This is an optimization exercise on Yosys and OpenROAD, whose aim is small area and few clock cycles, not a production implementation.
The RTL was checked by simulation tests, not by an equivalence proof against the original design.
Power and IR drop assume default switching activity.

$ cat design/flow/run.sh
#!/bin/bash
# synth_recipe.tcl (not shown) runs the flow's synth.tcl, then flattens the netlist and writes it again
# the make line also repeats each setting of config.mk as NAME=value (left out here)
make -C /OpenROAD-flow-scripts/flow DESIGN_CONFIG=/design/flow/config.mk WORK_HOME=/design/flow/orfs CLKGATE_MAP_FILE= SYNTH_SCRIPT=/design/flow/synth_recipe.tcl finish
$ cat design/flow/config.mk
export PLATFORM = sky130hd
export DESIGN_NAME = mtfd
export DESIGN_NICKNAME = mtfd
export VERILOG_FILES = /design/flow/design.v
export SDC_FILE = /design/flow/constraint.sdc
export NUM_CORES = 4
export LEC_CHECK = 0
export CAP_MARGIN = 20
export CORE_MARGIN = 2
export CORE_UTILIZATION = 55
export CTS_BUF_LIST = sky130_fd_sc_hd__clkbuf_8
export CTS_CLUSTER_DIAMETER = 80
export CTS_CLUSTER_SIZE = 15
export PLACE_DENSITY = 0.7
export SLEW_MARGIN = 20
$ cat design/flow/constraint.sdc
create_clock -name core_clock -period 12.0 [get_ports {clk}]
set_input_delay 2.4000 -clock core_clock [delete_from_list [all_inputs] [get_ports {clk}]]
set_output_delay 2.4000 -clock core_clock [all_outputs]
set_load 0.01 [all_outputs]
$ cat design/flow/design.v
module mtfd (
    input  wire        clk,
    input  wire        rst,
    input  wire        abort,
    input  wire        arm,
    input  wire        rx_fault,
    input  wire        rx_valid,
    input  wire        tick,
    input  wire [7:0]  rx_data,
    input  wire [31:0] timeout_load,
    input  wire [7:0]  pay_addr,
    output wire        ready,
    output wire [2:0]  st,
    output wire        busy,
    output wire        done,
    output wire        frame_valid,
    output wire [3:0]  flags,
    output wire [7:0]  r_len,
    output wire [15:0] r_cmd,
    output wire [7:0]  r_fcs,
    output wire [1:0]  r_class,
    output wire [7:0]  pay_data,
    output wire [31:0] budget,
    output wire        v_valid,
    output wire        v_malformed,
    output wire [7:0]  v_transport_rev,
    output wire [7:0]  v_product_id,
    output wire [7:0]  v_major,
    output wire [7:0]  v_minor,
    output wire [7:0]  v_patch,
    output wire [15:0] v_build_rev,
    output wire [1:0]  v_chip,
    output wire [1:0]  v_compat
);
    localparam [7:0] START_BYTE = 8'hFE;
    localparam [7:0] LEN_MAX_RX = 8'd250;
    localparam integer DEPTH = 253;
    localparam [2:0] S_IDLE = 3'd0, S_AWAIT = 3'd1, S_SUCCESS = 3'd2,
                     S_TIMEOUT = 3'd3, S_PERR = 3'd4;
    localparam integer F_SKIP = 0, F_CSERR = 1, F_LENERR = 2, F_TRAIL = 3;
    reg [2:0]          st_q;
    reg [7:0]          blen_q;     
    reg [7:0]          rp_q;       
    reg [7:0]          acc_q;      
    reg [3:0]          flags_q;
    reg [31:0]         budget_q;
    reg                tick_pend_q;  
    reg [7:0]          len_q;      
    reg [15:0]         cmd_q;      
    reg [8*7-1:0]      vp_q;       
    reg [3:0]          cf_q;       
    reg [7:0]          fe_q;       
    reg                fev_q;      
    reg [7:0]          snap_q;     
    reg [7:0]          lenb_q;     
    reg                bdone_q;    
    reg                fbv_q;      
    reg [1:0]          bpf_q;      
    reg [8*DEPTH-1:0]  buf_q;
    assign busy        = (st_q == S_AWAIT);
    assign frame_valid = (st_q == S_SUCCESS);
    assign done        = (st_q == S_SUCCESS) || (st_q == S_TIMEOUT) ||
                         (st_q == S_PERR);
    wire replaying = busy && (rp_q != blen_q);
    wire need_fill = frame_valid && (cf_q <= 4'd10) &&
                     ({4'd0, cf_q} < {1'b0, len_q} + 9'd4);
    assign ready = !replaying && !need_fill;
    wire fill = !replaying && (busy || need_fill) && (cf_q <= 4'd10) &&
                ({4'd0, cf_q} < rp_q);
    wire [7:0] roff  = replaying ? rp_q :
                       (frame_valid && !need_fill) ? (pay_addr + 8'd4) :
                       {4'd0, cf_q};
    wire [7:0] rpos  = blen_q + ~roff;       
    wire [7:0] rbyte = buf_q[rpos*8 +: 8];
    wire       word = !rst && ready;
    reg  [2:0] st_w;
    always @(*) begin
        st_w = st_q;
        if (abort) st_w = S_IDLE;
        if (arm)   st_w = S_AWAIT;
        if (rx_fault && st_w == S_AWAIT) st_w = S_PERR;
    end
    wire incoming = word && rx_valid && (st_w == S_AWAIT);
    wire proc     = !rst && (replaying || incoming);
    wire [7:0] b  = incoming ? rx_data : rbyte;
    wire       clr  = word && arm;                   
    wire [7:0] idx  = clr ? 8'd0 : rp_q;             
    wire [7:0] idx1 = idx + 8'd1;
    wire [7:0] ball = (clr ? 8'd0 : blen_q) + {7'd0, incoming};
    wire       isfe = (b == START_BYTE);
    wire       hunt   = (idx == 8'd0);
    wire [7:0] cl     = (idx == 8'd1) ? b : len_q;
    wire       lenerr = (idx == 8'd1) && (b > LEN_MAX_RX);
    wire       atfcs  = !lenerr && (idx == cl + 8'd4);
    wire       pass   = atfcs && (b == acc_q);
    wire       cut    = lenerr || (atfcs && !pass);
    wire [7:0] relb1 = idx1 - fe_q;              
    wire       b_len = (relb1 == 8'd2);          
    wire       b_fcs = !bdone_q && !b_len && (relb1 == lenb_q + 8'd5);
    wire       b_lenerr = b_len && (b > LEN_MAX_RX);
    wire       b_cserr  = b_fcs && (b != (acc_q ^ snap_q));
    reg  [7:0] fe_e, snap_e, lenb_e;
    reg  [1:0] bpf_e;
    reg        fev_e, fbv_e, bdone_e, newb;
    always @(*) begin
        fe_e    = fe_q;
        fev_e   = fev_q;
        snap_e  = snap_q;
        lenb_e  = b_len ? b : lenb_q;
        bdone_e = bdone_q || b_lenerr || b_fcs;
        fbv_e   = fbv_q;
        bpf_e   = bpf_q;
        newb    = !fev_q && isfe;
        if (fev_q) begin
            if ((b_lenerr || b_cserr) && !fbv_q) begin
                bpf_e = bpf_q | {b_cserr, b_lenerr};
                fev_e = 1'b0;
                newb  = isfe;
            end else if (isfe) begin
                fbv_e = 1'b1;
            end
        end
        if (newb) begin
            fe_e    = idx;
            fev_e   = 1'b1;
            snap_e  = acc_q ^ b;
            bdone_e = 1'b0;
            fbv_e   = 1'b0;
        end
    end
    reg [2:0]  st_n;
    reg [7:0]  blen_n;
    reg [7:0]  dsub;        
    reg [7:0]  rp_n;
    reg [7:0]  acc_n;
    reg [3:0]  flags_n;
    reg [31:0] budget_n;
    reg        tick_pend_n;
    reg [3:0]  cf_n;
    reg        fev_n;
    reg        swap;        
    reg        tick_req;
    always @(*) begin
        st_n        = st_q;
        rp_n        = rp_q;
        acc_n       = acc_q;
        flags_n     = flags_q;
        budget_n    = budget_q;
        cf_n        = cf_q;
        fev_n       = fev_q;
        dsub        = 8'd0;
        swap        = 1'b0;
        tick_pend_n = 1'b0;
        tick_req    = replaying ? tick_pend_q : (word && tick);
        if (fill)
            cf_n = cf_q + 4'd1;
        if (rst) begin
            st_n     = S_IDLE;
            flags_n  = 4'd0;
            budget_n = 32'd0;
        end else if (word) begin
            if (abort) begin
                flags_n  = 4'd0;
                budget_n = 32'd0;
            end
            if (arm) begin
                rp_n     = 8'd0;
                flags_n  = 4'd0;
                budget_n = timeout_load;
            end
            st_n = st_w;
            if (rx_valid && st_w == S_SUCCESS)
                flags_n[F_TRAIL] = 1'b1;
        end
        if (proc) begin
            if (hunt) begin
                if (isfe) begin
                    rp_n = 8'd1;
                end else begin
                    flags_n[F_SKIP] = 1'b1;
                    dsub = 8'd1;
                end
                acc_n = 8'd0;
                fev_n = 1'b0;
                cf_n  = 4'd2;
            end else if (pass) begin
                st_n = S_SUCCESS;
                if (idx1 != ball)
                    flags_n[F_TRAIL] = 1'b1;
                rp_n = ball;
            end else if (cut) begin
                flags_n[F_SKIP] = 1'b1;
                if (lenerr || bpf_e[0])
                    flags_n[F_LENERR] = 1'b1;
                if (atfcs || bpf_e[1])
                    flags_n[F_CSERR] = 1'b1;
                cf_n  = 4'd2;
                fev_n = 1'b0;
                acc_n = 8'd0;
                if (fev_e) begin
                    dsub = fe_e;
                    if (!bdone_e && !fbv_e) begin
                        swap  = 1'b1;
                        acc_n = acc_q ^ b ^ snap_e;
                        rp_n  = newb ? 8'd1 : relb1;
                    end else begin
                        rp_n  = 8'd1;
                    end
                end else begin
                    dsub = idx1;
                    rp_n = 8'd0;
                end
            end else begin
                rp_n  = idx1;
                acc_n = acc_q ^ b;
                fev_n = fev_e;
                if (idx == {4'd0, cf_q} && cf_q <= 4'd10)
                    cf_n = cf_q + 4'd1;
            end
        end
        blen_n = ball - dsub;
        if (tick_req && st_n == S_AWAIT) begin
            if (rp_n != blen_n) begin
                tick_pend_n = 1'b1;
            end else if (budget_n[31:1] == 31'd0) begin
                budget_n = 32'd0;
                st_n     = S_TIMEOUT;
            end else begin
                budget_n = budget_n - 32'd1;
            end
        end
    end
    wire       capw = fill || (proc && idx == {4'd0, cf_q} && cf_q <= 4'd10);
    wire [7:0] capd = fill ? rbyte : b;
    always @(posedge clk) begin
        st_q        <= st_n;
        blen_q      <= blen_n;
        rp_q        <= rp_n;
        acc_q       <= acc_n;
        flags_q     <= flags_n;
        budget_q    <= budget_n;
        tick_pend_q <= tick_pend_n;
        cf_q        <= cf_n;
        fev_q       <= fev_n;
        if (proc) begin
            fe_q   <= fe_e;
            snap_q <= snap_e;
            lenb_q <= lenb_e;
            bdone_q <= bdone_e;
            fbv_q  <= fbv_e;
            bpf_q  <= (hunt || cut) ? 2'd0 : bpf_e;
        end
        if (swap)
            len_q <= lenb_e;
        else if (proc && idx == 8'd1)
            len_q <= b;
        if (capw) begin
            case (cf_q)
                4'd2:  cmd_q[15:8] <= capd;
                4'd3:  cmd_q[7:0]  <= capd;
                4'd4:  vp_q[7:0]   <= capd;
                4'd5:  vp_q[15:8]  <= capd;
                4'd6:  vp_q[23:16] <= capd;
                4'd7:  vp_q[31:24] <= capd;
                4'd8:  vp_q[39:32] <= capd;
                4'd9:  vp_q[47:40] <= capd;
                4'd10: vp_q[55:48] <= capd;
                default: ;
            endcase
        end
    end
    genvar gi;
    generate
        for (gi = 0; gi < DEPTH; gi = gi + 1) begin : g_buf
            if (gi == 0) begin : g_bot
                always @(posedge clk)
                    if (incoming) buf_q[7:0] <= rx_data;
            end else begin : g_up
                always @(posedge clk)
                    if (incoming) buf_q[gi*8 +: 8] <= buf_q[(gi-1)*8 +: 8];
            end
        end
    endgenerate
    assign st     = st_q;
    assign flags  = flags_q;
    assign budget = budget_q;
    assign r_len = len_q;
    assign r_cmd = cmd_q;
    assign r_fcs = acc_q;
    assign r_class = (r_cmd == 16'h6102) ? 2'd3 :
                     (r_cmd == 16'h2102) ? 2'd2 :
                     (r_cmd == 16'h4100) ? 2'd1 : 2'd0;
    assign pay_data = rbyte;
    wire is_vresp = frame_valid && (r_class == 2'd3);
    assign v_valid         = is_vresp && (r_len >= 8'd9);
    assign v_malformed     = is_vresp && (r_len <  8'd9);
    assign v_transport_rev = vp_q[7:0];
    assign v_product_id    = vp_q[15:8];
    assign v_major         = vp_q[23:16];
    assign v_minor         = vp_q[31:24];
    assign v_patch         = vp_q[39:32];
    assign v_build_rev     = {vp_q[55:48], vp_q[47:40]};
    assign v_chip = (v_product_id == 8'h00) ? 2'd2 :    
                    (v_product_id == 8'h01) ? 2'd3 :    
                    (v_product_id == 8'h02) ? 2'd1 :    
                                              2'd0;     
    assign v_compat = (v_product_id == 8'h00) ? 2'd2 :
                      (v_product_id == 8'h01 || v_product_id == 8'h02) ?
                          ((v_major >= 8'd2) ? 2'd1 : 2'd2) :
                          2'd0;
endmodule
==> results.json, run 1 <==
{
  "critPathMaxFanout": 65,
  "core_area_um2": 163000,
  "setup_viol": 0,
  "cp.required_ps": 12840,
  "p_leak_nw": 26.5,
  "worstSetupEndpointType": "flip-flop",
  "utilization_pct": 61.1,
  "place.gp.congestion": 1.01,
  "arrival_ps": 12240,
  "min_path_type": "flip-flop to flip-flop",
  "fin_cells": 7606,
  "syn2layout_area_growth_pct": 10.0,
  "clkTransAtPathRegs_ps": 100,
  "tns_ps": 0,
  "synth_most_common_cell": "edfxtp_1",
  "ios": 202,
  "fp.dieW_um": 410,
  "total_power_mw": 25.4,
  "dieHeight_um": 410,
  "fin_crit_sh_pct": 95.0,
  "start_kind": "flip-flop",
  "vias_per_cell": 6.33,
  "relSlewSlack_pct": 20.2,
  "syn-mean-instance-area_um2": 18.2,
  "grt_pass1_vias": 47700,
  "netlist_area_um2": 90500,
  "vias": 48100,
  "fin_crit_ps": 11400,
  "start_util_pct": 55.5,
  "drt_iter0_drc": 5743,
  "synthArstFlopShare_pct": 0,
  "synthCells": 4976,
  "place_hpwl_um": 133000,
  "dieArea_um2": 168000,
  "drc": 0,
  "powerDensity_nw_per_um2": 255,
  "cts_tree": "yes",
  "clock_sinks": 2201,
  "synth_edf_count": 2141,
  "ys.flop_type": "edfxtp_1",
  "max-vdd-ir-drop_mv": 0.363,
  "post-place-cells": 7393,
  "rows": 148,
  "numCtsBuffers": 167,
  "clock_path_buffers": 3,
  "clock.fmax_mhz": 87.7,
  "worstSetupPathType": "flip-flop to flip-flop",
  "clock-root-buffer": "clkbuf_8",
  "critPathMaxStageDelay_ps": 930,
  "wl_um": 204000,
  "hold_depth": 0,
  "synthTopCellsByArea": "edfxtp_1 71%, mux4_2 11%, mux2i_1 2.0%",
  "ant_nets": 0,
  "synth_cell_types": 101,
  "ys_seq_elements": 2201,
  "r2r_cells": 44,
  "rsz0062_at_grt": "false",
  "synth_top_area_cell": "edfxtp_1",
  "cp_slowest_cell": "fa_4",
  "overflow": 0,
  "syn-num-nets": 5072,
  "dr.pass1.iters": 6,
  "ys_seq_area_share_pct": 72.4,
  "synth_common_cells": "2141 x edfxtp_1, 450 x mux4_2, 353 x nand2_1, 180 x mux2i_1, 164 x nor2_1",
  "cts_setup_buffers": 0,
  "yosysWarnings": 1,
  "yosysTopAreaCellShare_pct": 71.1,
  "portBuffers": 201,
  "crit_path_frequent_cell": "buf_4",
  "fin_nets": 5484,
  "finalMaxSlewViolations": 0,
  "grt_usage_pct": 24.2,
  "tightest_slew_ps": 1200,
  "fin_skew_ps": 68.6,
  "grt_max_degree": 197,
  "drive_gt1_share_pct": 20.0,
  "grt_pass1_wl_um": 306000,
  "detailedPlace.worstSlack_ps": -186,
  "drv_cap": 0,
  "antenna_found_initial": 5,
  "routedWlPerCell_um": 26.8,
  "status": "no timing/DRC/antenna violations",
  "final-hold-violation-count": 0,
  "finalWorstSetupSlack_ps": 599,
  "clk_latency_ps": 950,
  "h-tree-depth": 4
}
-- state kept, by name, indices dropped and copies added (netlist names), 2 cells and up --
signal and count:
blen_q 8, cf_q 4, lenb_q 8, rp_q 8
flags_q 4, len_q 8, acc_q 8, st_q 3
buf_q 2024, fe_q 8, bpf_q 2, cmd_q 16
snap_q 8, budget_q 32, vp_q 56
-- cell type report --
| type | count | area, um^2 |
|---|---|---|
| inverters | 56 | 239 |
| clock inverters | 41 | 262 |
| diodes | 3 | 7.51 |
| well taps | 2175 | 2720 |
| clock buffers | 168 | 2310 |
| fillers | 11700 | 63500 |
| flip-flops and latches | 2201 | 65500 |
| multi-input cells | 2437 | 23400 |
| repair buffers | 525 | 5010 |
-- cells by family after synthesis --
group / Yosys count / synth area share, %
DFF: 2201 / 72.4
and+or+nand+nor: 973 / 5.25
xor gates and xnor gates: 99 / 1.16
AOI/OAI and AO/OA: 656 / 5.07
muxes: 668 / 13.7
adders and majority gates: 41 / 0.592
buffers and inverters: 338 / 1.86
-- worst max-delay path, delay by kind of cell, from the launching register on --
family,cells,cell delay [ps]
multiplexers,3,880
AND/OR/NAND/NOR,17,3100
buffers and inverters,7,1880
adder cells (fa/ha/maj),4,1900
XOR/XNOR,1,320
AO/OA/AOI/OAI,12,2550
flip-flops,1,530
-- stage by stage --
| stage | cell area [um^2] | hold WS, ps |
|---|---|---|
| after detailed placement | 96800 | 427 |
| after global placement | 96800 | 421 |
| after CTS | 99400 | 411 |
| final | 99500 | 424 |
| after global routing | 99500 | 421 |
| after floorplan | 90600 | 417 |
-- per-layer routing --
layer	vias to the layer above	share of wire, %	track usage [%]
li1	21000	-	-
met1	25100	44	37.3
met2	1768	47	36.6
met3	274	6.6	3.38
met4	0	2.6	6.70
met5	-	0	0
-- report_power, final --
group	switching, mW	total (mW)	internal [mW]
registers	0.0762	8.79	8.71
clock network	2.34	3.65	1.31
logic	7.93	12.9	4.99
-- cells in the final DEF, fill, tap and decap left out, types with 47 or more instances in the layout --
cell type / n
a21oi_1: 120
a22oi_1: 75
and3_1: 63
buf_4: 276
clkbuf_8: 168
clkdlybuf4s50_1: 201
dfxtp_1: 60
edfxtp_1: 2141
inv_1: 76
mux2i_1: 180
mux4_2: 450
nand2_1: 350
nand3_1: 112
nand4_1: 47
nor2_1: 161
nor3_1: 51
o21ai_0: 99
xnor2_1: 53
-- path summary, 6_finish.rpt --
path                     from      endpoint  slack (ps)
setup reg to reg     len_q[3]  budget_q[12]         600
hold reg to reg   buf_q[1166]   buf_q[1174]         420
setup / recovery     len_q[3]  budget_q[12]         600
hold / removal    buf_q[1166]   buf_q[1174]         420
-- repair_timing --
action | 4_1_cts | 5_1_grt
gates resized for setup | 0 | 6
hold buffers | 0 | 0
setup endpoints to repair | 0 | 33
Testbench counts, summed over its fixed seeds: cycles 25,086.
==> run 2, diff against run 1 <==
--- a/design/flow/config.mk
+++ b/design/flow/config.mk
@@ -7,9 +7,9 @@
 export LEC_CHECK = 0
 export CAP_MARGIN = 20
 export CORE_MARGIN = 2
-export CORE_UTILIZATION = 55
+export CORE_UTILIZATION = 40
 export CTS_BUF_LIST = sky130_fd_sc_hd__clkbuf_8
 export CTS_CLUSTER_DIAMETER = 80
 export CTS_CLUSTER_SIZE = 15
-export PLACE_DENSITY = 0.7
+export PLACE_DENSITY = 0.6
 export SLEW_MARGIN = 20
==> run 2 against run 1 <==
Against the previous run:
- non-clock buffer count up 90
- sequential power about the same
- die area rose by 37%
- final area up 1.9%
- clock power increased by 4%
- first-iteration DRC count is 7.4% lower
- register-to-register slack better by 190 ps
- flip-flop and latch count is the same
- synthesized cell count stayed put
- via count grew 0.43%
- fmax rose by 1.7%
- largest cell class unchanged
==> results.json, run 2 <==
{
  "grt_max_degree": 206,
  "yosysWarnings": 1,
  "hold_buffers": 0,
  "tightest_slew_ps": 1250,
  "ys_seq_area_share_pct": 72.4,
  "critPathLaunch": "len_q[2]",
  "r2r_start": "len_q[2]",
  "hp-start": "buf_q[1014]",
  "seqPwrFrac_pct": 33.7,
  "drive_gt1_share_pct": 21.6,
  "final_common_cell": "edfxtp_1",
  "p_leak_nw": 27.0,
  "cp_slowest_cell": "fa_4",
  "critPathMaxFanout": 24,
  "utilization_pct": 45.1,
  "cts_tree": "yes",
  "p_sw_mw": 10.7,
  "regMostFlops": "buf_q",
  "worstSetupPathType": "flip-flop to flip-flop",
  "largest_reg_flops": 2024,
  "dieHeight_um": 480,
  "setup_viol": 0,
  "syn-mean-instance-area_um2": 18.2,
  "h-tree-depth": 4,
  "rsz0062_at_grt": "false",
  "netlist_area_um2": 90500,
  "clkPwrFrac_pct": 14.5,
  "ios": 202,
  "wl_met1_um": 97700,
  "r2r_slack_ps": 790,
  "arrival_ps": 12130,
  "drt_iter0_drc": 5320,
  "fin_nets": 5576,
  "largestRegisters": "buf_q: 2024 flops, vp_q: 56 flops, budget_q: 32 flops",
  "crit_path_frequent_cell": "buf_4",
  "grt_pass1_vias": 48600,
  "synth_cell_types": 101,
  "powerDensity_nw_per_um2": 258,
  "clock_sinks": 2201,
  "swShare_pct": 40.8,
  "synth_top_area_cell": "edfxtp_1",
  "cp.required_ps": 12920,
  "synthTopCellsByArea": "edfxtp_1 71%, mux4_2 11%, mux2i_1 2.0%",
  "clock-root-buffer": "clkbuf_8",
  "fill_cells": 19200,
  "syn2layout_area_growth_pct": 12.1,
  "wl_met3_um": 12400,
  "ys_seq_elements": 2201,
  "synthArstFlopShare_pct": 0,
  "path_delay_family": "compound AO/OA/AOI/OAI gates",
  "clock.fmax_mhz": 89.2,
  "wl_um": 213000,
  "dr_wl_met2_um": 98200,
  "top_layer": "met5",
  "start_util_pct": 40.2,
  "worst-path-buf-inv": 8,
  "overflow": 0,
  "core_area_um2": 225000,
  "place_hpwl_um": 142000,
  "synthCells": 4976,
  "grt_usage_pct": 18.3,
  "layout_common_cells": "2141 x edfxtp_1, 450 x mux4_2, 362 x buf_4, 350 x nand2_1, 201 x clkdlybuf4s50_1",
  "dieArea_um2": 230000,
  "status": "no timing/DRC/antenna violations",
  "fp.dieW_um": 480,
  "p_int_mw": 15.5,
  "routedWlPerCell_um": 25.1,
  "syn-num-nets": 5072,
  "rows": 174,
  "antenna_found_initial": 7,
  "synth_most_common_cell": "edfxtp_1",
  "fin_crit_sh_pct": 93.4,
  "relSlewSlack_pct": 16.7,
  "grt_pass1_wl_um": 319000,
  "synth_common_cells": "2141 x edfxtp_1, 450 x mux4_2, 353 x nand2_1, 180 x mux2i_1, 164 x nor2_1",
  "p_comb_share_pct": 51.8,
  "critPathMaxStageDelay_ps": 850,
  "fin_skew_ps": 71.9,
  "vias_per_cell": 5.68,
  "holdWs_ps": 414,
  "ant_nets": 0,
  "max-vdd-ir-drop_mv": 0.301,
  "synth_edf_count": 2141,
  "clock_path_buffers": 3,
  "worstSetupEndpointType": "flip-flop",
  "vias": 48300,
  "min_path_type": "flip-flop to flip-flop",
  "drc": 0,
  "drv_cap": 0,
  "portBuffers": 201,
  "clkTransAtPathRegs_ps": 110,
  "finalMaxSlewViolations": 0,
  "place.gp.congestion": 0.939,
  "fin_crit_ps": 11210,
  "numCtsBuffers": 169,
  "yosysTopAreaCellShare_pct": 71.1,
  "final-hold-violation-count": 0,
  "ys.flop_type": "edfxtp_1",
  "clk_latency_ps": 980,
  "dr.pass1.iters": 5,
  "start_kind": "flip-flop"
}
[run 2: changes by cell type in the layout (fill, tap and decap cells not counted), moves of 4 or more]
cell      before  now
buf_4        276  362
buf_12        41   50
inv_1         76   67
clkbuf_8     168  176
a21oi_1      120  116
a21oi_2        1    5
buf_6          5    1
[run 2: power by group through the flow]
stage | sequential [mW] | combinational (mW) | clock, mW
global route | 8.81 | 14.4 | 4.18
floorplan | 8.97 | 7.30 | 0
finish | 8.80 | 13.5 | 3.79
detailed placement | 8.97 | 13.6 | 0
CTS | 8.80 | 13.7 | 3.92
global placement | 8.97 | 13.6 | 0
[run 2: worst paths after layout]
path                  end  cells after the start
min           buf_q[1022]                      0
max          budget_q[28]                     52
min reg2reg   buf_q[1022]                      0
max reg2reg  budget_q[28]                     52
[run 2: area by class of cell]
| cell class | instances | area, um^2 | area share (%) |
|---|---|---|---|
| flip-flops and latches | 2201 | 65500 | 64.6 |
| multi-input cells | 2437 | 23500 | 23.1 |
| repair buffers | 615 | 5770 | 5.69 |
| well taps | 2992 | 3740 | 3.69 |
| clock buffers | 176 | 2420 | 2.39 |
| clock inverters | 35 | 268 | 0.264 |
| inverters | 56 | 239 | 0.236 |
| diodes | 5 | 12.5 | 0.0123 |
[run 2: layer usage]
metal | track usage, % | up-vias
met3 | 2.94 | 275
met5 | 0 | -
met4 | 4.86 | 2
met1 | 27.4 | 25500
met2 | 27.7 | 1431
li1 | - | 21100
[run 2: cells by family (layout without fill, tap and decap cells)]
family	count (synthesis)	in the layout	share of synthesized area (%)
mux	668	668	13.7
simple gates	973	973	5.25
xor+xnor	99	99	1.16
other cells	0	5	0
buf+inv	338	882	1.86
compound gates	656	656	5.07
fa+ha+maj	41	41	0.592
flops	2201	2201	72.4
[run 2: metrics by stage]
stage | power (mW) | setup WS [ps] | cell area, um^2 | setup TNS (ps) | instances
after CTS | 26.4 | 437 | 101000 | 0 | 8508
after global placement | 22.5 | -355 | 98600 | -8810 | 8297
after global routing | 27.3 | 113 | 101000 | 0 | 8515
final | 26.1 | 792 | 101000 | 0 | 8517
after floorplan | 16.3 | -1120 | 90600 | -34750 | 4976
after detailed placement | 22.6 | -242 | 98600 | -4640 | 8297
[run 2: timing repair]
action,in CTS,in global routing
resized for setup,0,6
buffers inserted,0,2
setup endpoints to repair,0,34
==> run 3, diff against run 2 <==
--- a/design/flow/config.mk
+++ b/design/flow/config.mk
@@ -7,9 +7,9 @@
 export LEC_CHECK = 0
 export CAP_MARGIN = 20
 export CORE_MARGIN = 2
-export CORE_UTILIZATION = 40
+export CORE_UTILIZATION = 68
 export CTS_BUF_LIST = sky130_fd_sc_hd__clkbuf_8
 export CTS_CLUSTER_DIAMETER = 80
 export CTS_CLUSTER_SIZE = 15
-export PLACE_DENSITY = 0.6
+export PLACE_DENSITY = 0.8
 export SLEW_MARGIN = 20
==> run 3 against run 2 <==
Against the previous run:
- utilization is 30 points higher
- critical endpoint is now budget_q[9]
- sequential power about the same
- worst hold slack improved by 13 ps
- global-route usage increased by 12 points
- clock power decreased by 4%
- count of clock-buffer cells in the layout is 6 lower
- critical path type unchanged
- final area down 2.7%
- fmax fell by 3.0%
==> results.json, run 3 <==
{
  "status": "no timing/DRC/antenna violations",
  "relSlewSlack_pct": 21.1,
  "largest_reg_flops": 2024,
  "clkTransAtPathRegs_ps": 100,
  "p_int_mw": 14.9,
  "synth_edf_count": 2141,
  "routedWlPerCell_um": 28.5,
  "dr.pass1.iters": 8,
  "critPathMaxFanout": 27,
  "ys.flop_type": "edfxtp_1",
  "fin_crit_ps": 11550,
  "final_common_cell": "edfxtp_1",
  "max-vdd-ir-drop_mv": 0.307,
  "cts_tree": "yes",
  "clock_sinks": 2201,
  "rows": 133,
  "drc": 0,
  "r2r_slack_ps": 450,
  "clock-root-buffer": "clkbuf_8",
  "final-hold-violation-count": 0,
  "grt_max_degree": 208,
  "grt_usage_pct": 30.2,
  "ios": 202,
  "synthTopCellsByArea": "edfxtp_1 71%, mux4_2 11%, mux2i_1 2.0%",
  "tightest_slew_ps": 1180,
  "powerDensity_nw_per_um2": 255,
  "synth_common_cells": "2141 x edfxtp_1, 450 x mux4_2, 353 x nand2_1, 180 x mux2i_1, 164 x nor2_1",
  "syn-num-nets": 5072,
  "arrival_ps": 12410,
  "clk_latency_ps": 930,
  "setup_viol": 0,
  "drive_gt1_share_pct": 19.7,
  "core_area_um2": 132000,
  "yosysTopAreaCellShare_pct": 71.1,
  "clkPwrFrac_pct": 14.5,
  "p_comb_share_pct": 50.6,
  "worstSetupPathType": "flip-flop to flip-flop",
  "hp-start": "buf_q[1135]",
  "cp.required_ps": 12860,
  "ys_seq_elements": 2201,
  "fin_crit_sh_pct": 96.3,
  "r2r_start": "len_q[3]",
  "grt-busiest-layer": "met2",
  "synth_most_common_cell": "edfxtp_1",
  "place.gp.congestion": 1.01,
  "dieArea_um2": 136000,
  "place_hpwl_um": 136000,
  "start_util_pct": 68.6,
  "swShare_pct": 40.8,
  "grt_pass1_wl_um": 307000,
  "total_power_mw": 25.2,
  "portBuffers": 201,
  "wl_um": 204000,
  "grt_use_met2_pct": 45.9,
  "min_path_type": "flip-flop to flip-flop",
  "tns_ps": 0,
  "h-tree-depth": 4,
  "overflow": 0,
  "layout_common_cells": "2141 x edfxtp_1, 450 x mux4_2, 349 x nand2_1, 261 x buf_4, 201 x clkdlybuf4s50_1",
  "holdWs_ps": 427,
  "regMostFlops": "buf_q",
  "fp.dieW_um": 369,
  "yosysWarnings": 1,
  "numCtsBuffers": 165,
  "cp_slowest_cell": "fa_4",
  "synth_cell_types": 101,
  "ant_nets": 0,
  "dieHeight_um": 369,
  "grt_use_met3_pct": 5.52,
  "vias": 49300,
  "grt_pass1_vias": 49000,
  "p_leak_nw": 26.3,
  "start_kind": "flip-flop",
  "p_sw_mw": 10.3,
  "synthCells": 4976,
  "largestRegisters": "buf_q: 2024 flops, vp_q: 56 flops, budget_q: 32 flops",
  "finalMaxSlewViolations": 0,
  "vias_per_cell": 6.88,
  "worstSetupEndpointType": "flip-flop",
  "ys_seq_area_share_pct": 72.4,
  "met1_usage_pct": 45.1,
  "fin_nets": 5460,
  "syn-mean-instance-area_um2": 18.2,
  "rsz0062_at_grt": "false",
  "clock_path_buffers": 3,
  "drv_cap": 0,
  "critPathMaxStageDelay_ps": 990,
  "drt_iter0_drc": 6498,
  "clock.fmax_mhz": 86.6,
  "antenna_found_initial": 4,
  "fin_skew_ps": 59.4,
  "synth_top_area_cell": "edfxtp_1",
  "critPathLaunch": "len_q[3]",
  "netlist_area_um2": 90500,
  "syn2layout_area_growth_pct": 9.13,
  "synthArstFlopShare_pct": 0,
  "seqPwrFrac_pct": 34.9
}
run 3: cell families after synthesis:
logic type	count (synthesis)	synth area share, %
AOI/OAI and AO/OA	656	5.07
adders and majority gates	41	0.592
DFF	2201	72.4
muxes	668	13.7
buffers and inverters	338	1.86
xor gates and xnor gates	99	1.16
and+or+nand+nor	973	5.25
run 3: repair_timing:
item | 4_1_cts | 5_1_grt
resized for setup | 0 | 12
setup buffers | 0 | 3
endpoints found under the setup margin | 0 | 34
hold endpoints to repair | 0 | 0
hold buffers | 0 | 0
run 3: path summary, 6_finish.rpt:
check,to,cells past startpoint
setup / recovery,budget_q[9],49
hold / removal,buf_q[1143],0
setup reg to reg,budget_q[9],49
hold reg to reg,buf_q[1143],0
run 3: worst max-delay path, delay by kind of cell (launching register included):
kind            cells  cell delay [ps]
mux                 5             1060
simple gates       12             1600
xor+xnor            2              330
flops               1              570
compound gates     18             4240
buf+inv             7             1500
fa+ha+maj           5             2120
run 3: stage by stage:
step | setup WS (ps) | utilization, % | instances | instance area, um^2
after global placement | -320 | 72.9 | 6949 | 96000
final | 447 | 74.9 | 7163 | 98700
after detailed placement | -322 | 72.9 | 6949 | 96000
after global routing | 15.0 | 74.9 | 7162 | 98700
after floorplan | -1120 | - | 4976 | 90600
after CTS | 188 | 74.8 | 7154 | 98600
run 3: routing by layer:
metal,up-vias,wire (um)
li1,20900,-
met5,-,0
met4,0,7950
met3,440,19100
met1,25300,81500
met2,2638,95900
run 3: power groups by stage:
stage	combinational, mW	sequential, mW	clock (mW)
finish	12.7	8.78	3.64
global route	13.3	8.79	3.92
CTS	12.6	8.78	3.69
detailed placement	12.5	8.96	0
global placement	12.4	8.96	0
floorplan	7.30	8.97	0
run 3: layout make-up:
type | count | area, um^2
multi-input cells | 2437 | 23500
flip-flops and latches | 2201 | 65500
inverters | 56 | 239
fillers | 7387 | 33100
diodes | 6 | 15.0
repair buffers | 503 | 4730
well taps | 1755 | 2200
clock buffers | 170 | 2340
clock inverters | 35 | 231
==> run 4, diff against run 3 <==
==> design/flow/flow/run.sh (new file) <==
#!/bin/bash
# The standard layout (the standard.sh: ORFS with the standard synthesis),
# with two changes:
#  - the port buffers are buf_1 cells instead of ORFS's default choice;
#  - CTS inserts no dummy loads (same clustering as config.mk sets).
set -euo pipefail
export BUFFER_PORTS_ARGS="-buffer_cell sky130_fd_sc_hd__buf_1"
export CTS_ARGS="-sink_clustering_enable -repair_clock_nets -buf_list sky130_fd_sc_hd__clkbuf_8 -sink_clustering_size 15 -sink_clustering_max_diameter 80 -dont_use_dummy_load"
bash standard.sh > standard_flow.log 2>&1
==> design/flow/standard.sh (new file) <==
#!/bin/bash
# synth_recipe.tcl (not shown) runs the flow's synth.tcl, then flattens the netlist and writes it again
# the make line also repeats each setting of config.mk as NAME=value (left out here)
make -C /OpenROAD-flow-scripts/flow DESIGN_CONFIG=/design/flow/config.mk WORK_HOME=/design/flow/orfs CLKGATE_MAP_FILE= SYNTH_SCRIPT=/design/flow/synth_recipe.tcl "${@:-finish}"
--- a/design/flow/config.mk
+++ b/design/flow/config.mk
@@ -7,9 +7,9 @@
 export LEC_CHECK = 0
 export CAP_MARGIN = 20
 export CORE_MARGIN = 2
-export CORE_UTILIZATION = 68
+export CORE_UTILIZATION = 55
 export CTS_BUF_LIST = sky130_fd_sc_hd__clkbuf_8
 export CTS_CLUSTER_DIAMETER = 80
 export CTS_CLUSTER_SIZE = 15
-export PLACE_DENSITY = 0.8
+export PLACE_DENSITY = 0.7
 export SLEW_MARGIN = 20
removed: design/flow/run.sh
==> run 4 against run 3 <==
Against the previous run:
- still clean
- first-iteration DRC count down 5.9%
- via count shrank 1.6%
- sequential power is essentially flat
- wire length shrank 0.51%
- sequential share of layout area up 0.72 points
- critical path depth is 2 lower
- synthesized area stayed put
- setup slack better by 170 ps
- largest cell class unchanged
- highest routed layer unchanged
==> results.json, run 4 <==
{
  "synth_common_cells": "2141 x edfxtp_1, 450 x mux4_2, 353 x nand2_1, 180 x mux2i_1, 164 x nor2_1",
  "portBuffers": 201,
  "ys.flop_type": "edfxtp_1",
  "clock.fmax_mhz": 87.9,
  "clock_path_buffers": 3,
  "finalMaxSlewViolations": 0,
  "ys_seq_area_share_pct": 72.4,
  "final-hold-violation-count": 0,
  "cp.required_ps": 12810,
  "hold_buffers": 0,
  "place_hpwl_um": 134000,
  "netlist_area_um2": 90500,
  "critPathMaxStageDelay_ps": 610,
  "syn-mean-instance-area_um2": 18.2,
  "yosysTopAreaCellShare_pct": 71.1,
  "min_path_type": "flip-flop to flip-flop",
  "max-vdd-ir-drop_mv": 0.251,
  "ant_nets": 0,
  "wl_um": 203000,
  "rsz0062_at_grt": "false",
  "path_delay_family": "simple AND/OR/NAND/NOR gates",
  "fin_crit_sh_pct": 94.8,
  "fin_nets": 5447,
  "clock_sinks": 2201,
  "yosysWarnings": 1,
  "antenna_found_initial": 8,
  "arrival_ps": 12190,
  "synthTopCellsByArea": "edfxtp_1 71%, mux4_2 11%, mux2i_1 2.0%",
  "synthCells": 4976,
  "worstSetupEndpointType": "flip-flop",
  "syn2layout_area_growth_pct": 7.96,
  "synth_cell_types": 101,
  "grt_pass1_wl_um": 305000,
  "p_leak_nw": 25.6,
  "ys_seq_elements": 2201,
  "drt_iter0_drc": 6113,
  "relSlewSlack_pct": 20.3,
  "drc": 0,
  "grt_pass1_vias": 47400,
  "h-tree-depth": 4,
  "start_util_pct": 55.5,
  "multi_input_area_um2": 23500,
  "synth_edf_count": 2141,
  "syn-num-nets": 5072,
  "drive_gt1_share_pct": 19.4,
  "clock-root-buffer": "clkbuf_8",
  "layout_common_cells": "2141 x edfxtp_1, 450 x mux4_2, 349 x nand2_1, 248 x buf_4, 201 x buf_1",
  "clkTransAtPathRegs_ps": 110,
  "worstSetupPathType": "flip-flop to flip-flop",
  "ios": 202,
  "clk_latency_ps": 930,
  "vias_per_cell": 6.44,
  "rows": 148,
  "final_common_cell": "edfxtp_1",
  "fin_crit_ps": 11380,
  "grt_usage_pct": 24.1,
  "overflow": 0,
  "tns_ps": 0,
  "tightest_slew_ps": 1200,
  "fin_cells": 7530,
  "grt_max_degree": 200,
  "post-place-cells": 7356,
  "drv_cap": 0,
  "vias": 48500,
  "synthArstFlopShare_pct": 0,
  "largestRegisters": "buf_q: 2024 flops, vp_q: 56 flops, budget_q: 32 flops",
  "routedWlPerCell_um": 27.0,
  "regMostFlops": "buf_q",
  "status": "no timing/DRC/antenna violations",
  "seqCellArea_um2": 65500,
  "fp.dieW_um": 410,
  "synth_top_area_cell": "edfxtp_1",
  "fin_skew_ps": 75.0,
  "cp_slowest_cell": "or4_1",
  "start_kind": "flip-flop",
  "worst-path-buf-inv": 8,
  "crit_path_frequent_cell": "buf_4",
  "powerDensity_nw_per_um2": 255,
  "dieArea_um2": 168000,
  "place.gp.congestion": 0.990,
  "synth_most_common_cell": "edfxtp_1",
  "numCtsBuffers": 166,
  "core_area_um2": 163000,
  "fill_cells": 11900,
  "cts_tree": "yes",
  "dr.pass1.iters": 6,
  "largest_reg_flops": 2024,
  "dieHeight_um": 410,
  "setup_viol": 0,
  "critPathMaxFanout": 38
}
[run 4: cells by family after synthesis]
logic type,synth area share (%)
xor gates and xnor gates,1.16
adders and majority gates,0.592
muxes,13.7
buffers and inverters,1.86
AOI/OAI and AO/OA,5.07
DFF,72.4
and+or+nand+nor,5.25
[run 4: layer usage]
layer  global-route usage (%)  share of wire [%]  vias to the layer above
li1                         -                  -                    20800
met1                     37.3                 44                    25500
met2                     35.8                 46                     1929
met3                     3.50                6.9                      295
met4                     7.44                2.8                        0
met5                        0                  0                        -
[run 4: final timing paths]
path	startpoint	to	slack, ps	depth (start not counted)
setup / recovery	len_q[3]	budget_q[15]	620	47
hold / removal	buf_q[1326]	buf_q[1334]	390	0
setup reg to reg	len_q[3]	budget_q[15]	620	47
hold reg to reg	buf_q[1326]	buf_q[1334]	390	0
[run 4: area by class of cell]
class                   count  area share [%]
well taps                2175            2.79
clock buffers             166            2.34
diodes                      6          0.0154
multi-input cells        2437            24.1
repair buffers            489            3.49
flip-flops and latches   2201            67.1
inverters                  56           0.245
[run 4: report_power, final]
| group | internal [mW] | leakage [nW] | switching [mW] | total, mW |
|---|---|---|---|---|
| Clock | 1.24 | 1.19 | 2.25 | 3.49 |
| Combinational | 4.63 | 9.94 | 7.96 | 12.6 |
| Sequential | 8.72 | 14.4 | 0.0704 | 8.79 |
| Total | 14.6 | 25.6 | 10.3 | 24.9 |
[run 4: stage by stage]
stage | instance area (um^2) | setup slack (ps) | utilization, % | hold slack [ps] | total power [mW]
after detailed placement | 95300 | 32.0 | 58.5 | 428 | 21.5
after global placement | 95300 | -103 | 58.5 | 423 | 21.5
after floorplan | 90600 | -1120 | - | 417 | 16.3
final | 97600 | 620 | 59.9 | 394 | 24.9
after global routing | 97600 | 25.4 | 59.9 | 401 | 25.9
after CTS | 97600 | 358 | 59.9 | 376 | 25.0
[run 4: timing repair]
item / CTS / global route
buffers inserted: 0 / 2
setup endpoints to repair: 0 / 33
gates resized for setup: 0 / 7
==> run 5, diff against run 4 <==
--- a/design/flow/design.v
+++ b/design/flow/design.v
@@ -34,7 +34,7 @@
 );
     localparam [7:0] START_BYTE = 8'hFE;
     localparam [7:0] LEN_MAX_RX = 8'd250;
-    localparam integer DEPTH = 253;
+    localparam integer DEPTH = 256;
     localparam [2:0] S_IDLE = 3'd0, S_AWAIT = 3'd1, S_SUCCESS = 3'd2,
                      S_TIMEOUT = 3'd3, S_PERR = 3'd4;
     localparam integer F_SKIP = 0, F_CSERR = 1, F_LENERR = 2, F_TRAIL = 3;
@@ -56,7 +56,14 @@
     reg                bdone_q;    
     reg                fbv_q;      
     reg [1:0]          bpf_q;      
-    reg [8*DEPTH-1:0]  buf_q;
+    reg [8*DEPTH-1:0]  ring_q;     
+    reg [7:0]          ph_q;       
+    reg [7:0]          m_q;        
+    reg                held_q;     
+    reg [7:0]          h_q;
+    reg                cp_q;       
+    reg [7:0]          cj_q;       
+    reg [7:0]          mn_q;       
     assign busy        = (st_q == S_AWAIT);
     assign frame_valid = (st_q == S_SUCCESS);
     assign done        = (st_q == S_SUCCESS) || (st_q == S_TIMEOUT) ||
@@ -64,14 +71,23 @@
     wire replaying = busy && (rp_q != blen_q);
     wire need_fill = frame_valid && (cf_q <= 4'd10) &&
                      ({4'd0, cf_q} < {1'b0, len_q} + 9'd4);
-    assign ready = !replaying && !need_fill;
-    wire fill = !replaying && (busy || need_fill) && (cf_q <= 4'd10) &&
+    assign ready = !replaying && !need_fill && !held_q;
+    wire fill = !replaying && !held_q && (busy || need_fill) &&
+                (cf_q <= 4'd10) &&
                 ({4'd0, cf_q} < rp_q);
-    wire [7:0] roff  = replaying ? rp_q :
+    wire [7:0] base  = ph_q - m_q;
+    wire [7:0] cj    = cp_q ? cj_q : 8'd1;
+    wire [7:0] roff  = held_q ? cj :
+                       replaying ? rp_q :
                        (frame_valid && !need_fill) ? (pay_addr + 8'd4) :
                        {4'd0, cf_q};
-    wire [7:0] rpos  = blen_q + ~roff;       
-    wire [7:0] rbyte = buf_q[rpos*8 +: 8];
+    wire [7:0] rpos  = base - roff;
+    wire [7:0] rbyte = ring_q[rpos*8 +: 8];
+    wire [7:0] blen1 = blen_q - 8'd1;
+    wire       h_fit = (base + 8'd1 == blen1);          
+    wire [7:0] wcost = blen1 - base - 8'd1;             
+    wire       copy  = held_q && (cp_q || (!h_fit && blen1 <= wcost));
+    wire       h_put = held_q && (copy ? (cj == blen1) : h_fit);
     wire       word = !rst && ready;
     reg  [2:0] st_w;
     always @(*) begin
@@ -81,13 +97,15 @@
         if (rx_fault && st_w == S_AWAIT) st_w = S_PERR;
     end
     wire incoming = word && rx_valid && (st_w == S_AWAIT);
-    wire proc     = !rst && (replaying || incoming);
+    wire proc     = !rst && !held_q && (replaying || incoming);
     wire [7:0] b  = incoming ? rx_data : rbyte;
     wire       clr  = word && arm;                   
     wire [7:0] idx  = clr ? 8'd0 : rp_q;             
     wire [7:0] idx1 = idx + 8'd1;
     wire [7:0] ball = (clr ? 8'd0 : blen_q) + {7'd0, incoming};
     wire       isfe = (b == START_BYTE);
+    wire       empty = clr || (blen_q == 8'd0);
+    wire       fit   = empty || (base + 8'd1 == blen_q);
     wire       hunt   = (idx == 8'd0);
     wire [7:0] cl     = (idx == 8'd1) ? b : len_q;
     wire       lenerr = (idx == 8'd1) && (b > LEN_MAX_RX);
@@ -233,6 +251,27 @@
     wire       capw = fill || (proc && idx == {4'd0, cf_q} && cf_q <= 4'd10);
     wire [7:0] capd = fill ? rbyte : b;
     always @(posedge clk) begin
+        ph_q <= rst ? 8'd0 : ph_q + 8'd1;
+        if (rst) begin
+            held_q <= 1'b0;
+            cp_q   <= 1'b0;
+        end else if (held_q) begin
+            if (h_put) begin
+                held_q <= 1'b0;
+                cp_q   <= 1'b0;
+                if (copy) m_q <= cp_q ? mn_q : ph_q;
+            end else if (copy) begin
+                cp_q <= 1'b1;
+                cj_q <= cj + 8'd1;
+                if (!cp_q) mn_q <= ph_q;
+            end
+        end else if (proc) begin
+            m_q <= (incoming && empty ? ph_q + 8'd1 : m_q) + dsub;
+            if (incoming && !fit) begin
+                h_q    <= rx_data;
+                held_q <= (st_n == S_AWAIT) && (blen_n != 8'd0);
+            end
+        end
         st_q        <= st_n;
         blen_q      <= blen_n;
         rp_q        <= rp_n;
@@ -269,18 +308,13 @@
             endcase
         end
     end
-    genvar gi;
-    generate
-        for (gi = 0; gi < DEPTH; gi = gi + 1) begin : g_buf
-            if (gi == 0) begin : g_bot
-                always @(posedge clk)
-                    if (incoming) buf_q[7:0] <= rx_data;
-            end else begin : g_up
-                always @(posedge clk)
-                    if (incoming) buf_q[gi*8 +: 8] <= buf_q[(gi-1)*8 +: 8];
-            end
-        end
-    endgenerate
+    wire [7:0] ring_in = (held_q && h_put) ? h_q :
+                         held_q ? rbyte :
+                         rx_data;
+    wire       ring_w  = held_q ? (copy || h_put) : (proc && incoming && fit);
+    always @(posedge clk)
+        ring_q <= {ring_q[8*DEPTH-9:0],
+                   ring_w ? ring_in : ring_q[8*DEPTH-1 -: 8]};
     assign st     = st_q;
     assign flags  = flags_q;
     assign budget = budget_q;
==> design/flow/run.sh (new file) <==
#!/bin/bash
# synth_recipe.tcl (not shown) runs the flow's synth.tcl, then flattens the netlist and writes it again
# the make line also repeats each setting of config.mk as NAME=value (left out here)
make -C /OpenROAD-flow-scripts/flow DESIGN_CONFIG=/design/flow/config.mk WORK_HOME=/design/flow/orfs CLKGATE_MAP_FILE= SYNTH_SCRIPT=/design/flow/synth_recipe.tcl finish
removed: design/flow/flow/run.sh
removed: design/flow/standard.sh
==> run 5 against run 4 <==
Against the previous run:
- fmax shrank 0.71%
- clock power up 5%
- sequential power is 11% lower
- total power down 24%
- global-route usage increased by 1.1 points
- die area decreased by 17%
- setup slack worse by 81 ps
- non-clock buffer count is 190 higher
- worst hold slack worse by 78 ps
- clock skew fell by 7.4 ps
- flip-flop and latch count rose by 66
==> results.json, run 5 <==
{
  "utilization_pct": 62.5,
  "vias_per_cell": 5.77,
  "fin_crit_ps": 11460,
  "place.gp.congestion": 0.969,
  "worstSetupPathType": "input pin to flip-flop",
  "syn2layout_area_growth_pct": 13.0,
  "ys.flop_type": "dfxtp_1",
  "ys_seq_elements": 2267,
  "fp.dieW_um": 373,
  "dieArea_um2": 139000,
  "clock-root-buffer": "clkbuf_8",
  "status": "no timing/DRC/antenna violations",
  "ios": 202,
  "grt_pass1_vias": 45700,
  "p_leak_nw": 32.2,
  "detailedPlace.worstSlack_ps": -593,
  "fin_skew_ps": 67.6,
  "regMostFlops": "ring_q",
  "h-tree-depth": 4,
  "grt-busiest-layer": "met2",
  "ant_nets": 0,
  "dr.pass1.iters": 6,
  "layout_common_cells": "2118 x dfxtp_1, 521 x mux4_2, 492 x nand2_1, 425 x buf_4, 214 x nor2_1",
  "rsz0062_at_grt": "false",
  "drc": 0,
  "timing.rr.end": "budget_q[26]",
  "fin_crit_sh_pct": 95.5,
  "fill_cells": 10200,
  "wl_um": 176000,
  "grt_pass1_wl_um": 272000,
  "tightest_slew_ps": 1050,
  "ys_seq_area_share_pct": 62.6,
  "clk_latency_ps": 970,
  "cp_slowest_cell": "clkdlybuf4s50_1",
  "synthArstFlopShare_pct": 0,
  "start_kind": "input pin",
  "finalWorstSetupSlack_ps": 539,
  "drive_gt1_share_pct": 22.1,
  "clock_sinks": 2267,
  "grt_max_degree": 83,
  "synthTopCellsByArea": "dfxtp_1 57%, mux4_2 16%, edfxtp_1 6.0%",
  "grt_use_met3_pct": 3.65,
  "finalMaxSlewViolations": 0,
  "largestRegisters": "ring_q: 2048 flops, vp_q: 56 flops, budget_q: 32 flops",
  "fin_area_um2": 84600,
  "dieHeight_um": 373,
  "overflow": 0,
  "tns_ps": 0,
  "fin_nets": 6068,
  "synth_edf_count": 149,
  "cp.required_ps": 12880,
  "final_common_cell": "dfxtp_1",
  "netlist_area_um2": 74900,
  "relSlewSlack_pct": 30.0,
  "cts_tree": "yes",
  "placed_cell_area_um2": 81800,
  "start_util_pct": 55.4,
  "vias": 44700,
  "drv_cap": 0,
  "critPathMaxFanout": 16,
  "antenna_found_initial": 9,
  "worst-path-buf-inv": 7,
  "synth_cell_types": 122,
  "r2r_start": "len_q[3]",
  "path_depth": 50,
  "fin_cells": 7757,
  "critPathCapture": "budget_q[26]",
  "synth_top_area_cell": "dfxtp_1",
  "r2r_cells": 50,
  "met1_usage_pct": 35.3,
  "clock_path_buffers": 3,
  "core_area_um2": 135000,
  "drt_iter0_drc": 3423,
  "clkTransAtPathRegs_ps": 110,
  "max-vdd-ir-drop_mv": 0.195,
  "crit_path_frequent_cell": "nor2_1",
  "worstSetupEndpointType": "flip-flop",
  "setup_viol": 0,
  "critPathMaxStageDelay_ps": 640,
  "portBuffers": 201,
  "hold_buffers": 0,
  "synthCells": 5372,
  "critPathLaunch": "pay_addr[3]",
  "rows": 135,
  "min_path_type": "flip-flop to flip-flop",
  "largest_reg_flops": 2048,
  "path_delay_family": "compound AO/OA/AOI/OAI gates",
  "synth_most_common_cell": "dfxtp_1",
  "arrival_ps": 12340,
  "syn-mean-instance-area_um2": 13.9,
  "r2r_slack_ps": 710,
  "clock.fmax_mhz": 87.2,
  "routedWlPerCell_um": 22.7,
  "final-hold-violation-count": 0,
  "post-place-cells": 7536,
  "synth_common_cells": "2118 x dfxtp_1, 521 x mux4_2, 493 x nand2_1, 219 x nor2_1, 149 x edfxtp_1",
  "yosysTopAreaCellShare_pct": 56.6,
  "grt_usage_pct": 25.2,
  "numCtsBuffers": 170,
  "syn-num-nets": 5506,
  "powerDensity_nw_per_um2": 224,
  "grt_use_met2_pct": 39.9,
  "yosysWarnings": 1,
  "place_hpwl_um": 124000
}
==> run 5: how the worst min path moves through the flow <==
stage,to,slack (ps),start,cells after the start
global route,ring_q[1299],320,ring_q[1291],0
global placement,ring_q[543],330,ring_q[535],0
finish,ring_q[1776],320,ring_q[1768],0
floorplan,ring_q[1008],330,ring_q[1000],0
detailed placement,ring_q[274],330,ring_q[266],0
CTS,ring_q[1776],310,ring_q[1768],0
==> run 5: area by class of cell <==
class | instances | area [um^2] | area share (%)
Tap cell | 1781 | 2230 | 2.63
Clock inverter | 36 | 263 | 0.311
Clock buffer | 173 | 2380 | 2.81
Timing Repair Buffer | 679 | 6270 | 7.41
Inverter | 105 | 394 | 0.466
Multi-Input combinational cell | 2711 | 26200 | 30.9
Sequential cell | 2267 | 46900 | 55.4
Antenna cell | 5 | 12.5 | 0.0148
==> run 5: what timing repair did <==
action,4_1_cts,5_1_grt
gates resized for setup,0,14
buffers inserted,0,5
setup endpoints to repair,0,35
==> run 5: cells by family after synthesis <==
| family | count (synthesis) | synth area share [%] |
|---|---|---|
| flops | 2267 | 62.6 |
| simple gates | 1178 | 7.51 |
| mux | 672 | 17.8 |
| compound gates | 613 | 5.99 |
| buf+inv | 394 | 2.72 |
| xor+xnor | 169 | 2.06 |
| fa+ha+maj | 79 | 1.38 |
==> run 5: power by group <==
group          total, mW  switching, mW  internal [mW]
Combinational       7.44           4.23           3.21
Clock               3.66           2.33           1.33
Sequential          7.82         0.0841           7.74
Total               18.9           6.64           12.3
==> run 5: per-layer routing <==
| metal | wire length (um) | vias to the layer above |
|---|---|---|
| met5 | 28 | - |
| met4 | 7010 | 4 |
| met3 | 8530 | 362 |
| met2 | 81100 | 1193 |
| met1 | 79100 | 22500 |
| li1 | - | 20700 |
==> run 5: through the flow <==
stage	hold slack (ps)	total power, mW
after floorplan	326	12.4
after global placement	327	15.4
after detailed placement	331	15.4
after CTS	314	19.0
after global routing	320	19.8
final	316	18.9
Testbench counts of run 5, summed over its fixed seeds: cycles 25,212.
==> run 6, diff against run 5 <==
==> design/flow/flow/run.sh (new file) <==
#!/bin/bash
# The standard layout (the standard.sh: ORFS with the standard synthesis),
# with two changes:
#  - the port buffers are buf_1 cells instead of ORFS's default choice;
#  - CTS inserts no dummy loads (same clustering as config.mk sets).
set -euo pipefail
export BUFFER_PORTS_ARGS="-buffer_cell sky130_fd_sc_hd__buf_1"
export CTS_ARGS="-sink_clustering_enable -repair_clock_nets -buf_list sky130_fd_sc_hd__clkbuf_8 -sink_clustering_size 15 -sink_clustering_max_diameter 80 -dont_use_dummy_load"
bash standard.sh > standard_flow.log 2>&1
==> design/flow/standard.sh (new file) <==
#!/bin/bash
# synth_recipe.tcl (not shown) runs the flow's synth.tcl, then flattens the netlist and writes it again
# the make line also repeats each setting of config.mk as NAME=value (left out here)
make -C /OpenROAD-flow-scripts/flow DESIGN_CONFIG=/design/flow/config.mk WORK_HOME=/design/flow/orfs CLKGATE_MAP_FILE= SYNTH_SCRIPT=/design/flow/synth_recipe.tcl "${@:-finish}"
--- a/design/flow/config.mk
+++ b/design/flow/config.mk
@@ -7,9 +7,9 @@
 export LEC_CHECK = 0
 export CAP_MARGIN = 20
 export CORE_MARGIN = 2
-export CORE_UTILIZATION = 55
+export CORE_UTILIZATION = 62
 export CTS_BUF_LIST = sky130_fd_sc_hd__clkbuf_8
 export CTS_CLUSTER_DIAMETER = 80
 export CTS_CLUSTER_SIZE = 15
-export PLACE_DENSITY = 0.7
+export PLACE_DENSITY = 0.75
 export SLEW_MARGIN = 20
removed: design/flow/run.sh
==> run 6 against run 5 <==
Against the previous run:
- critical path type is now flip-flop to flip-flop
- count of clock-buffer cells in the layout is 3 lower
- synthesized area stayed put
- register-to-register slack worse by 170 ps
- clock skew is 1.1 ps lower
- critical path depth is 4 higher
- wire length is 3.1% lower
- non-clock buffer count is 140 lower
- worst hold slack worse by 3.2 ps
- synthesized cell count stayed put
- cell count is 4.5% lower
- combinational power is 8.5% lower
==> results.json, run 6 <==
{
  "yosysTopAreaCellShare_pct": 56.6,
  "p_leak_nw": 30.7,
  "synth_cell_types": 122,
  "numCtsBuffers": 170,
  "final_common_cell": "dfxtp_1",
  "synth_edf_count": 149,
  "finalMaxSlewViolations": 0,
  "portBuffers": 201,
  "yosysWarnings": 1,
  "relSlewSlack_pct": 18.1,
  "layout_common_cells": "2118 x dfxtp_1, 521 x mux4_2, 492 x nand2_1, 302 x buf_4, 213 x nor2_1",
  "place_hpwl_um": 120000,
  "fin_crit_sh_pct": 95.5,
  "hold_depth": 0,
  "seqCellArea_um2": 46900,
  "total_power_mw": 18.1,
  "start_kind": "flip-flop",
  "ys.flop_type": "dfxtp_1",
  "multi_input_area_um2": 26200,
  "powerDensity_nw_per_um2": 222,
  "dr.pass1.iters": 6,
  "syn-num-nets": 5506,
  "synth_most_common_cell": "dfxtp_1",
  "h-tree-depth": 4,
  "synthArstFlopShare_pct": 0,
  "drv_cap": 0,
  "regMostFlops": "ring_q",
  "clock_path_buffers": 3,
  "largestRegisters": "ring_q: 2048 flops, vp_q: 56 flops, budget_q: 32 flops",
  "holdWs_ps": 313,
  "clock-root-buffer": "clkbuf_8",
  "cp_slowest_cell": "fa_4",
  "timing.rr.end": "budget_q[7]",
  "largest_reg_flops": 2048,
  "crit_path_frequent_cell": "buf_4",
  "hp-start": "ring_q[341]",
  "worstSetupPathType": "flip-flop to flip-flop",
  "r2r_cells": 54,
  "ant_nets": 0,
  "core_area_um2": 120000,
  "overflow": 0,
  "fin_skew_ps": 66.5,
  "critPathLaunch": "len_q[2]",
  "hold_buffers": 0,
  "ios": 202,
  "clock_sinks": 2267,
  "fin_crit_ps": 11460,
  "synth_common_cells": "2118 x dfxtp_1, 521 x mux4_2, 493 x nand2_1, 219 x nor2_1, 149 x edfxtp_1",
  "r2r_start": "len_q[2]",
  "synthCells": 5372,
  "worstSetupEndpointType": "flip-flop",
  "fp.dieW_um": 352,
  "ys_seq_area_share_pct": 62.6,
  "min_path_type": "flip-flop to flip-flop",
  "drt_iter0_drc": 3592,
  "r2r_slack_ps": 540,
  "syn-mean-instance-area_um2": 13.9,
  "antenna_found_initial": 6,
  "placed_cell_area_um2": 79100,
  "clkTransAtPathRegs_ps": 90,
  "wl_um": 170000,
  "start_util_pct": 62.5,
  "status": "no timing/DRC/antenna violations",
  "final-hold-violation-count": 0,
  "critPathMaxStageDelay_ps": 820,
  "routedWlPerCell_um": 23.0,
  "rows": 127,
  "syn2layout_area_growth_pct": 8.91,
  "cts_tree": "yes",
  "grt_max_degree": 90,
  "max-vdd-ir-drop_mv": 0.185,
  "netlist_area_um2": 74900,
  "dieArea_um2": 124000,
  "synth_top_area_cell": "dfxtp_1",
  "min_to": "ring_q[349]",
  "tns_ps": 0,
  "clock.fmax_mhz": 87.2,
  "critPathMaxFanout": 8,
  "ys_seq_elements": 2267,
  "grt_usage_pct": 27.7,
  "vias": 44200,
  "synthTopCellsByArea": "dfxtp_1 57%, mux4_2 16%, edfxtp_1 6.0%",
  "setup_viol": 0,
  "place.gp.congestion": 1.00,
  "grt_pass1_wl_um": 262000,
  "fill_cells": 8458,
  "dieHeight_um": 352,
  "clk_latency_ps": 910,
  "vias_per_cell": 5.97,
  "tightest_slew_ps": 1230,
  "arrival_ps": 12240,
  "grt_pass1_vias": 44700,
  "cp.required_ps": 12780,
  "fin_nets": 5928,
  "drc": 0,
  "drive_gt1_share_pct": 20.1,
  "fin_area_um2": 81600
}
-- run 6: cell count changes in the layout (fill, tap and decap cells not counted), moves of 5 or more --
cell             delta
buf_4             -123
inv_1              -20
inv_8               -5
buf_12             -16
clkdlybuf4s50_1   -200
buf_1             +200
-- run 6: per-layer routing --
layer,up-vias,track usage (%),part of all wire (%)
met1,22100,39.4,45
met4,2,9.77,3.5
met2,1429,42.9,45
li1,20300,-,-
met5,-,0,0.0076
met3,326,5.15,6.5
-- run 6: power by group --
group          internal (mW)  leakage (nW)  switching (mW)
combinational           2.76          11.0            4.05
clock                   1.27          1.22            2.21
sequential              7.74          18.4          0.0868
total                   11.8          30.7            6.35
-- run 6: stage by stage --
| step | std cells | worst slack (ps) | utilization [%] |
|---|---|---|---|
| finish | 7410 | 537 | 68.1 |
| detailed placement | 7224 | -407 | 66.0 |
| floorplan | 5372 | 106 | - |
| CTS | 7394 | 153 | 67.9 |
| global route | 7409 | -3.17 | 68.1 |
| global placement | 7224 | -281 | 66.0 |
-- run 6: how the worst max path moves through the flow --
stage                    to  slack, ps  cells past startpoint
2_1_floorplan   budget_q[1]        110                     48
3_3_place_gp    budget_q[1]       -280                     45
3_5_place_dp    budget_q[1]       -410                     45
4_1_cts        budget_q[26]        150                     51
5_1_grt         budget_q[7]         -3                     52
6_report        budget_q[7]        540                     54
-- run 6: kinds of logic (layout without fill, tap and decap cells) --
group	count (synthesis)	after routing	synth area share (%)
xor+xnor	169	169	2.06
buf+inv	394	814	2.72
other cells	0	6	0
mux	672	672	17.8
fa+ha+maj	79	79	1.38
compound gates	613	613	5.99
simple gates	1178	1178	7.51
flops	2267	2267	62.6
-- run 6: worst max-delay path, delay by kind of cell (launching register included) --
family	cells	cell delay, ps
AOI/OAI and AO/OA	24	4290
muxes	3	820
xor gates and xnor gates	2	350
DFF	1	510
and+or+nand+nor	11	1940
adders and majority gates	5	1840
buffers and inverters	9	1590
-- run 6: timing repair --
item,in CTS,in global routing
gates resized for setup,0,14
buffers inserted,0,10
endpoints found under the setup margin,0,35
-- run 6: layout make-up --
cell class	count	area share, %
tap	1612	2.47
multi-input combinational	2711	32.1
inverter	105	0.483
sequential	2267	57.5
clock buffer	170	2.87
timing repair buffer	539	4.60
antenna	6	0.0184
==> run 7, diff against run 6 <==
==> design/flow/flow/run.sh (replaced) <==
#!/bin/bash
# The standard layout (the standard.sh: ORFS with the standard synthesis),
# with two changes:
#  - the port buffers are buf_1 cells instead of ORFS's default choice;
#  - CTS inserts no dummy loads (same clustering as config.mk sets).
set -euo pipefail
export BUFFER_PORTS_ARGS="-buffer_cell sky130_fd_sc_hd__buf_1"
export CTS_ARGS="-sink_clustering_enable -repair_clock_nets -buf_list sky130_fd_sc_hd__clkbuf_8 -sink_clustering_size 18 -sink_clustering_max_diameter 60 -dont_use_dummy_load"
bash standard.sh > standard_flow.log 2>&1
==> design/flow/config.mk (replaced) <==
export PLATFORM = sky130hd
export DESIGN_NAME = mtfd
export DESIGN_NICKNAME = mtfd
export VERILOG_FILES = /design/flow/design.v
export SDC_FILE = /design/flow/constraint.sdc
export NUM_CORES = 4
export LEC_CHECK = 0
export CAP_MARGIN = 20
export CORE_MARGIN = 2
export CORE_UTILIZATION = 70
export CTS_BUF_LIST = sky130_fd_sc_hd__clkbuf_8
export CTS_CLUSTER_DIAMETER = 60
export CTS_CLUSTER_SIZE = 18
export PLACE_DENSITY = 0.8
export SLEW_MARGIN = 20
==> run 7 against run 6 <==
Against the previous run:
- flip-flop and latch count unchanged
- setup slack got worse by 29 ps
- synthesized area did not move
- critical endpoint unchanged
- worst hold slack lost 88 ps
- clock power decreased by 4%
- count of clock-buffer cells in the layout shrank 19
- register-to-register slack got worse by 30 ps
- final area down 0.31%
- highest routed layer unchanged
- critical path depth is 7 lower
- sequential share of layout area up 0.18 points
==> results.json, run 7 <==
{
  "status": "no timing/DRC/antenna violations",
  "final-hold-violation-count": 0,
  "yosysWarnings": 1,
  "h-tree-depth": 4,
  "start_util_pct": 70.9,
  "vias_per_cell": 6.36,
  "start_kind": "flip-flop",
  "syn-mean-instance-area_um2": 13.9,
  "tns_ps": 0,
  "clock.fmax_mhz": 87.0,
  "rows": 119,
  "yosysTopAreaCellShare_pct": 56.6,
  "core_area_um2": 106000,
  "max-vdd-ir-drop_mv": 0.221,
  "dieHeight_um": 331,
  "hold_buffers": 0,
  "cp_slowest_cell": "fa_4",
  "drive_gt1_share_pct": 20.5,
  "synthArstFlopShare_pct": 0,
  "clock_sinks": 2267,
  "cts_tree": "yes",
  "worstSetupPathType": "flip-flop to flip-flop",
  "syn-num-nets": 5506,
  "critPathMaxStageDelay_ps": 910,
  "finalMaxSlewViolations": 0,
  "drt_iter0_drc": 4204,
  "clock_path_buffers": 3,
  "routedWlPerCell_um": 25.9,
  "total_power_mw": 18.2,
  "fill_cells": 6218,
  "fin_skew_ps": 134,
  "portBuffers": 201,
  "largest_reg_flops": 2048,
  "critPathMaxFanout": 115,
  "worst-path-buf-inv": 8,
  "fp.dieW_um": 331,
  "place.gp.congestion": 1.01,
  "largestRegisters": "ring_q: 2048 flops, vp_q: 56 flops, budget_q: 32 flops",
  "min_path_type": "flip-flop to flip-flop",
  "crit_path_frequent_cell": "buf_4",
  "final_common_cell": "dfxtp_1",
  "dieArea_um2": 110000,
  "synthCells": 5372,
  "fin_nets": 5935,
  "synthTopCellsByArea": "dfxtp_1 57%, mux4_2 16%, edfxtp_1 6.0%",
  "grt_usage_pct": 33.3,
  "synth_common_cells": "2118 x dfxtp_1, 521 x mux4_2, 493 x nand2_1, 219 x nor2_1, 149 x edfxtp_1",
  "wl_um": 186000,
  "layout_common_cells": "2117 x dfxtp_1, 521 x mux4_2, 491 x nand2_1, 324 x buf_4, 212 x nor2_1",
  "regMostFlops": "ring_q",
  "grt_pass1_wl_um": 275000,
  "overflow": 0,
  "fin_crit_ps": 11490,
  "clk_latency_ps": 910,
  "fin_crit_sh_pct": 95.8,
  "grt_pass1_vias": 46100,
  "synth_most_common_cell": "dfxtp_1",
  "numCtsBuffers": 151,
  "ys_seq_area_share_pct": 62.6,
  "place_hpwl_um": 126000,
  "powerDensity_nw_per_um2": 224,
  "path_delay_family": "compound AO/OA/AOI/OAI gates",
  "arrival_ps": 12220,
  "relSlewSlack_pct": 18.0,
  "ys.flop_type": "dfxtp_1",
  "tightest_slew_ps": 1210,
  "antenna_found_initial": 8,
  "drc": 0,
  "syn2layout_area_growth_pct": 8.58,
  "synth_edf_count": 149,
  "setup_viol": 0
}
==> run 7: layout make-up <==
| type | instances | area, um^2 | share of cell area, % |
|---|---|---|---|
| Sequential cell | 2267 | 46900 | 57.6 |
| Antenna cell | 3 | 7.51 | 0.00923 |
| Timing Repair Buffer | 565 | 3950 | 4.86 |
| Multi-Input combinational cell | 2711 | 26300 | 32.3 |
| Inverter | 105 | 394 | 0.485 |
| Tap cell | 1391 | 1740 | 2.14 |
| Clock buffer | 151 | 2080 | 2.56 |
==> run 7: metal layers <==
| metal | wire length (um) | track usage [%] | up-vias |
|---|---|---|---|
| li1 | - | - | 20300 |
| met1 | 75800 | 45.3 | 23000 |
| met2 | 88100 | 53.3 | 1959 |
| met3 | 13900 | 6.21 | 431 |
| met4 | 8100 | 13.3 | 4 |
| met5 | 33 | 0 | - |
==> run 7: metrics by stage <==
step	utilization [%]	setup WS, ps	hold WS (ps)	cells	instance area [um^2]
finish	76.9	508	226	7193	81300
global route	76.9	-53.6	225	7192	81300
CTS	76.6	101	220	7176	81000
detailed placement	74.7	-444	331	7025	78900
global placement	74.7	-289	326	7025	78900
floorplan	-	106	326	5372	74900
==> run 7: power breakdown <==
part | leakage [nW] | switching, mW | internal, mW
Clock | 1.09 | 2.20 | 1.13
Sequential | 18.4 | 0.0895 | 7.74
Combinational | 11.2 | 4.23 | 2.85
==> run 7: what timing repair did <==
action,CTS,global route
buffers inserted,0,12
endpoints found under the setup margin,0,35
resized for setup,0,39
==> run 7: final timing paths <==
check	startpoint	endpoint	slack (ps)	cells past startpoint
worst min-delay path	ring_q[1723]	ring_q[1731]	230	0
worst max register to register	len_q[2]	budget_q[7]	510	47
worst max-delay path	len_q[2]	budget_q[7]	510	47
worst min register to register	ring_q[1723]	ring_q[1731]	230	0
==> run 7: logic make-up after synthesis <==
group / after synthesis / synth area share [%]
adder cells (fa/ha/maj): 79 / 1.38
AND/OR/NAND/NOR: 1178 / 7.51
AO/OA/AOI/OAI: 613 / 5.99
buffers and inverters: 394 / 2.72
multiplexers: 672 / 17.8
XOR/XNOR: 169 / 2.06
flip-flops: 2267 / 62.6

Re-timed with assumed drivers on the ports (clkbuf_16 on the clock, buf_2 on other inputs), run 7 has 0.508 ns of setup slack against 0.508 ns with ideal ports, and -0.260 ns once port delays also move by the mid clock arrival of 0.915 ns.
